Source: an optimization exercise on an open RTL-to-GDS flow (aim: small area, a short achievable clock period and few clock cycles per item). Production flows keep margins and buffers that such runs may drop. Where RTL was checked, it was by simulation tests only, not by an equivalence proof against the original.

== run A ==
==> flow/design.v (excerpt) <==
module sm3_core (
    input  wire         clk,
    input  wire         rst,         
    input  wire         start_i,
    input  wire         first_i,
    input  wire [511:0] block_i,     
    output wire         ready_o,
    output reg          done_o,
    output wire [255:0] digest_o     
);
Size in the first run: ~5,300 cells after synthesis, about 1,100 flip-flops, about 770 I/O pins, about 51,000 um^2 of cells after synthesis.
==> flow/config.mk <==
export PLATFORM = sky130hd
export DESIGN_NAME = sm3_core
export DESIGN_NICKNAME = sm3_core
export VERILOG_FILES = /design/flow/design.v
export SDC_FILE = /design/flow/constraint.sdc
export NUM_CORES = 4
export LEC_CHECK = 0
export ABC_AREA = 1
export CAP_MARGIN = 20
export CORE_MARGIN = 2
export CORE_UTILIZATION = 40
export GPL_TIMING_DRIVEN = 1
export PLACE_DENSITY = 0.6
export SLEW_MARGIN = 20
==> flow/constraint.sdc <==
create_clock -name core_clock -period 20.0 [get_ports {clk}]
set_input_delay 4.0000 -clock core_clock [delete_from_list [all_inputs] [get_ports {clk}]]
set_output_delay 4.0000 -clock core_clock [all_outputs]
set_load 0.01 [all_outputs]
standard.sh (not shown) runs the stock make flow with config.mk's settings and CLKGATE_MAP_FILE= SYNTH_SCRIPT=/design/flow/synth_recipe.tcl, a recipe that flattens the netlist after the stock synthesis.
==> flow/flow/run.sh <==
#!/bin/bash
# Layout flow: the standard ORFS flow (standard synthesis unchanged),
# with each input and output port buffered by a small buf_1 cell instead of
# the delay buffer the placer picks by default, and a clock tree without
# dummy balancing loads.
set -euo pipefail
cd "$(dirname "$0")/.."
bash standard.sh "BUFFER_PORTS_ARGS=-buffer_cell sky130_fd_sc_hd__buf_1" \
  "CTS_ARGS=-sink_clustering_enable -repair_clock_nets -dont_use_dummy_load -sink_clustering_size 20 -sink_clustering_max_diameter 60" \
  finish > flow_make.log 2>&1
Run A finished every step from synthesis to the final layout, and the layout passed the timing, design-rule and antenna checks.
Testbench counts of run A, summed over its fixed seeds: cycles 83,208, items 1,280.
Inputs modified between run A and run B:
- GPL_TIMING_DRIVEN: 1 -> unset
diff --git a/flow/flow/run.sh b/flow/flow/run.sh
--- a/flow/flow/run.sh
+++ b/flow/flow/run.sh
@@ -7,4 +7,4 @@
 cd "$(dirname "$0")/.."
 bash standard.sh "BUFFER_PORTS_ARGS=-buffer_cell sky130_fd_sc_hd__buf_1" \
-  "CTS_ARGS=-sink_clustering_enable -repair_clock_nets -dont_use_dummy_load -sink_clustering_size 20 -sink_clustering_max_diameter 60" \
+  "CTS_ARGS=-sink_clustering_enable -repair_clock_nets -dont_use_dummy_load -buf_list sky130_fd_sc_hd__clkbuf_8 -root_buf sky130_fd_sc_hd__clkbuf_16 -sink_clustering_size 16 -sink_clustering_max_diameter 50" \
   finish > flow_make.log 2>&1
### Flow results
- Run B does worse than run A on setup slack.
- Per the comparison of run B with run A, non-clock buffer count did not really move.
- Run B against run A: core utilization now sits lower.
- Area growth from synthesis to final layout down 1.5 points in run B wrt run A
- Compared to run A, run B reaches a lower achievable clock.
- No stage failed in run B, and the final checks on the layout all came back clean.
- Across both runs, minimum clock period was higher for run B than for run A.
- Clock-buffer cell count: run B > run A
- Run B: number of antenna violations at the first check in global routing higher than run A
--- input diff run B..run C ---
==> flow/flow/run.sh <==
#!/bin/bash
# Layout flow: the standard ORFS flow (standard synthesis unchanged),
# with each input and output port buffered by a small buf_1 cell instead of
# the delay buffer the placer picks by default, and a clock tree without
# dummy balancing loads.
set -euo pipefail
cd "$(dirname "$0")/.."
bash standard.sh "BUFFER_PORTS_ARGS=-buffer_cell sky130_fd_sc_hd__buf_1" \
  "CTS_ARGS=-sink_clustering_enable -repair_clock_nets -dont_use_dummy_load -sink_clustering_size 20 -sink_clustering_max_diameter 60" \
  finish > flow_make.log 2>&1
Notes after the runs:
- Of the two candidates, run B has the better post-route cell area and run C the worse one.
- Higher total routing usage reported by global routing among run B and run C: run B
- Worst-case headroom to the max-slew limit: run C better than run B
- Status: ratio of final minimum period to clock period parity (run C, run B)
- Data arrival time of the critical path: run C vs run B down 0.02 ns
--- input diff run C..run D ---
diff --git a/flow/flow/run.sh b/flow/flow/run.sh
--- a/flow/flow/run.sh
+++ b/flow/flow/run.sh
@@ -7,4 +7,4 @@
 cd "$(dirname "$0")/.."
 bash standard.sh "BUFFER_PORTS_ARGS=-buffer_cell sky130_fd_sc_hd__buf_1" \
-  "CTS_ARGS=-sink_clustering_enable -repair_clock_nets -dont_use_dummy_load -sink_clustering_size 20 -sink_clustering_max_diameter 60" \
+  "CTS_ARGS=-sink_clustering_enable -repair_clock_nets -dont_use_dummy_load -buf_list sky130_fd_sc_hd__clkbuf_4 -root_buf sky130_fd_sc_hd__clkbuf_16 -sink_clustering_size 10 -sink_clustering_max_diameter 40" \
   finish > flow_make.log 2>&1
Results
Run C reached the end of the flow, and the finished layout is clean on the timing, design-rule and antenna checks. Run D went all the way through the flow, and no timing, DRC or antenna check failed. Re cell area after layout: run D and run C aren't equal, and the higher value belongs to run C. Taking run C as the reference, in run D minimum setup slack in the final design went down 0.051 ns; floorplan die area held; sequential fraction of total cell area went up 0.92 points. Compared with run C, run D shows a lower register-to-register slack. Between run C and run D, the total length of routed wires does not differ in any meaningful way. Diff run C -> run D | number of fillers in the final layout | up slightly. Comparing run C with run D, the number of buffers inserted for hold repair after clock tree synthesis came out essentially unchanged.

========
The RTL this note starts from:
==> flow/design.v <==
module sm3_core (
    input  wire         clk,
    input  wire         rst,         
    input  wire         start_i,
    input  wire         first_i,
    input  wire [511:0] block_i,     
    output wire         ready_o,
    output reg          done_o,
    output wire [255:0] digest_o     
);
    localparam [255:0] IV = {32'h7380166F, 32'h4914B2B9, 32'h172442D7, 32'hDA8A0600,
                             32'hA96F30BC, 32'h163138AA, 32'hE38DEE4D, 32'hB0FB0E4E};
    localparam [31:0]  T0 = 32'h79CC4519;
    localparam [31:0]  T1 = 32'h7A879D8A;
    function [31:0] p0;
        input [31:0] x;
        begin
            p0 = x ^ {x[22:0], x[31:23]} ^ {x[14:0], x[31:15]};
        end
    endfunction
    function [31:0] p1;
        input [31:0] x;
        begin
            p1 = x ^ {x[16:0], x[31:17]} ^ {x[8:0], x[31:9]};
        end
    endfunction
    function [31:0] add32;
        input [31:0] x, y;
        reg   [31:0] g, p;
        integer i, d;
        begin
            g = x & y;
            p = x ^ y;
            for (d = 1; d < 32; d = d * 2)
                for (i = 0; i < 32; i = i + 1)
                    if (i & d) begin
                        g[i] = g[i] | (p[i] & g[(i & ~(d - 1)) - 1]);
                        p[i] = p[i] & p[(i & ~(d - 1)) - 1];
                    end
            add32 = x ^ y ^ {g[30:0], 1'b0};
        end
    endfunction
    reg          busy_q;                 
    reg          rdy_q;                  
    reg          rdyo_q;                 
    reg  [5:0]   cnt_q;                  
    reg          early_q;                
    reg          late_q;                 
    reg          lat2_q;                 
    reg          cv_q;                   
    reg          rcv_q;                  
    reg          rncv_q;                 
    reg          vf_q;                   
    reg  [255:0] v_q;                    
    reg  [255:0] s_q;                    
    reg  [511:0] w_q;                    
    reg  [31:0]  k_q;                    
    wire [31:0] wt [0:15];               
    wire [31:0] w0  = wt[0];             
    wire [31:0] w3  = wt[3];
    wire [31:0] w4  = wt[4];
    wire [31:0] w7  = wt[7];
    wire [31:0] w10 = wt[10];
    wire [31:0] w13 = wt[13];
    wire [31:0] w16 = p1(w0 ^ w7 ^ {w13[16:0], w13[31:17]})
                      ^ {w3[24:0], w3[31:25]} ^ w10;         
    wire [31:0] wp  = w0 ^ w4;                               
    wire [31:0] a, b, c, d, e, f, g, h;
    assign {a, b, c, d, e, f, g, h} = s_q;
    wire [31:0] a12 = {a[19:0], a[31:20]};
    wire [31:0] s0s = a12 ^ e ^ k_q;
    wire [31:0] s0c = (a12 & e) | (a12 & k_q) | (e & k_q);
    wire [31:0] sst = add32(s0s, {s0c[30:0], 1'b0});
    wire [31:0] ss1 = {sst[24:0], sst[31:25]};
    wire [31:0] ss2 = ss1 ^ a12;
    wire [31:0] ff  = early_q ? (a ^ b ^ c) : ((a & b) | (a & c) | (b & c));
    wire [31:0] gsel = {{16{late_q}}, {16{lat2_q}}};
    wire [31:0] gg  = (gsel & ((e & f) | (~e & g))) | (~gsel & (e ^ f ^ g));
    wire [31:0] t1s = ff ^ d ^ wp;
    wire [31:0] t1c = {((ff & d) | (ff & wp) | (d & wp)), 1'b0};
    wire [31:0] x1  = add32(t1s, t1c);
    wire [31:0] tt1 = add32(x1, ss2);
    wire [31:0] t2s = gg ^ h ^ w0;
    wire [31:0] t2c = {((gg & h) | (gg & w0) | (h & w0)), 1'b0};
    wire [31:0] x2  = add32(t2s, t2c);
    wire [31:0] tt2 = add32(x2, ss1);
    wire [255:0] s_next = {tt1, a, {b[22:0], b[31:23]}, c,
                           p0(tt2), e, {f[12:0], f[31:13]}, g};
    wire [511:0] w_d;
    genvar gk;
    generate
        for (gk = 0; gk < 16; gk = gk + 1) begin : g_w
            wire [31:0] ws = w_q[511-32*gk -: 32];
            wire [31:0] bk = block_i[511-32*gk -: 32];
            if (gk % 2 == 0) begin : g_even
                assign wt[gk] = ws;
                assign w_d[511-32*gk -: 32] = (~w_q[479-32*gk -: 32] | {32{rdy_q}})
                                              & (bk | {32{busy_q}});
            end else begin : g_odd
                assign wt[gk] = ~ws;
                if (gk == 15) begin : g_last
                    assign w_d[31:0] = ~((w16 | {32{rdy_q}}) & (bk | {32{busy_q}}));
                end else begin : g_mid
                    assign w_d[511-32*gk -: 32] = ~((w_q[479-32*gk -: 32] | {32{rdy_q}})
                                                    & (bk | {32{busy_q}}));
                end
            end
        end
    endgenerate
    wire         last   = busy_q & (cnt_q == 6'd63);
    wire         acc    = start_i & rdy_q;
    wire         sel_iv = first_i | ~cv_q;             
    wire         ld_v   = rcv_q & ~first_i;            
    wire         ld_iv  = rncv_q | (rdy_q & first_i);  
    wire [255:0] v_use  = vf_q ? IV : v_q;
    wire         busy_n = ~rst & (acc | (busy_q & ~last));
    wire         rdy_n  = rst | (~acc & (rdy_q | last));
    wire         cv_n   = ~rst & (cv_q | acc);
    wire [5:0]   j_next = busy_q ? cnt_q + 6'd1 : 6'd0;
    assign ready_o  = rdyo_q;
    assign digest_o = v_q;
    always @(posedge clk) begin
        s_q <= ({256{busy_q}} & s_next) | ({256{ld_v}} & v_q) | ({256{ld_iv}} & IV);
        w_q <= w_d;
        if (last)
            v_q <= v_use ^ s_next;
        if (!busy_q)
            k_q <= T0;
        else if (cnt_q == 6'd15)
            k_q <= {T1[15:0], T1[31:16]};
        else
            k_q <= {k_q[30:0], k_q[31]};
        early_q <= (j_next < 6'd16);
        late_q  <= (j_next >= 6'd16);
        if (rst || last)
            lat2_q <= 1'b0;
        else if (busy_q && cnt_q == 6'd15)
            lat2_q <= 1'b1;
        busy_q <= busy_n;
        rdy_q  <= rdy_n;
        rdyo_q <= ~busy_n;
        cv_q   <= cv_n;
        rcv_q  <= rdy_n & cv_n;
        rncv_q <= rdy_n & ~cv_n;
        if (rst) begin
            cnt_q  <= 6'd0;
            done_o <= 1'b0;
        end else begin
            done_o <= last;
            if (busy_q)
                cnt_q <= cnt_q + 6'd1;
            if (acc)
                vf_q <= sel_iv;
        end
    end
endmodule
export LEC_CHECK = 0
export ABC_AREA = 1
export CAP_MARGIN = 20
export CORE_MARGIN = 2
export CORE_UTILIZATION = 40
export PLACE_DENSITY = 0.6
export SLEW_MARGIN = 20
create_clock -name core_clock -period 20.0 [get_ports {clk}]
==> flow/flow/run.sh <==
#!/bin/bash
# Layout flow: the standard ORFS flow (standard synthesis unchanged),
# with each input and output port buffered by a small buf_1 cell instead of
# the delay buffer the placer picks by default, and a clock tree without
# dummy balancing loads.
set -euo pipefail
cd "$(dirname "$0")/.."
bash standard.sh "BUFFER_PORTS_ARGS=-buffer_cell sky130_fd_sc_hd__buf_1" \
  "CTS_ARGS=-sink_clustering_enable -repair_clock_nets -dont_use_dummy_load -buf_list sky130_fd_sc_hd__clkbuf_8 -root_buf sky130_fd_sc_hd__clkbuf_16 -sink_clustering_size 16 -sink_clustering_max_diameter 50" \
  finish > flow_make.log 2>&1
Rerun with:
--- a/flow/config.mk
+++ b/flow/config.mk
@@ -11,3 +11,3 @@
-export CORE_UTILIZATION = 40
-export PLACE_DENSITY = 0.6
-export SLEW_MARGIN = 20
+export CORE_UTILIZATION = 55
+export PLACE_DENSITY = 0.7
+export SLEW_MARGIN = 50
Result:
- The changed run completed with no timing, DRC or antenna violations
- core utilization rose by 16 points
- non-clock buffer count goes up by 3
- synthesized area does not change
- global-route usage climbs by 8.7 points
- cell count drops by a few percent
Function was not checked in any run of this note: the RTL went through the layout flow alone.

## re-timing with driven ports
No port has a modelled driver above. Below, the same layouts with a new extraction and two added sets of constraints. Step 1, drivers: a clkbuf_16 drives clk and a buf_2 each remaining input, both assumed. Step 2 moves the port delays by t, midway between the first and last clock arrival at a register: inputs arrive t later, outputs are due t later. That takes back most of the time a late clock gives input paths. Three values: ideal ports, drivers, drivers and shift; two values: the first two.
run	t (ns)	setup WS [ns]	hold slack, ns	latest minus earliest clock arrival (ns)	cell pins on the clock port's net
run A	0.794	13.388 / 13.388 / 13.254	0.420 / 0.420 / 0.420	0.083 / 0.083	1
run B	0.802	13.365 / 13.365 / 13.266	0.388 / 0.388 / 0.388	0.130 / 0.130	1
run C	0.794	13.388 / 13.388 / 13.254	0.420 / 0.420 / 0.420	0.083 / 0.083	1
run D	0.866	13.337 / 13.337 / 13.264	0.374 / 0.374 / 0.374	0.198 / 0.198	1
the first run of note 2	0.760	13.288 / 13.288 / 12.843	0.377 / 0.377 / 0.377	0.077 / 0.076	1
the second run of note 2	0.717	13.693 / 13.693 / 13.693	0.357 / 0.357 / 0.357	0.092 / 0.092	1
After both steps setup and hold are still met in every run listed. For the first run of note 2, which loses most, drivers alone change the setup slack by 0.000 ns; drivers and shift together by -0.445 ns.
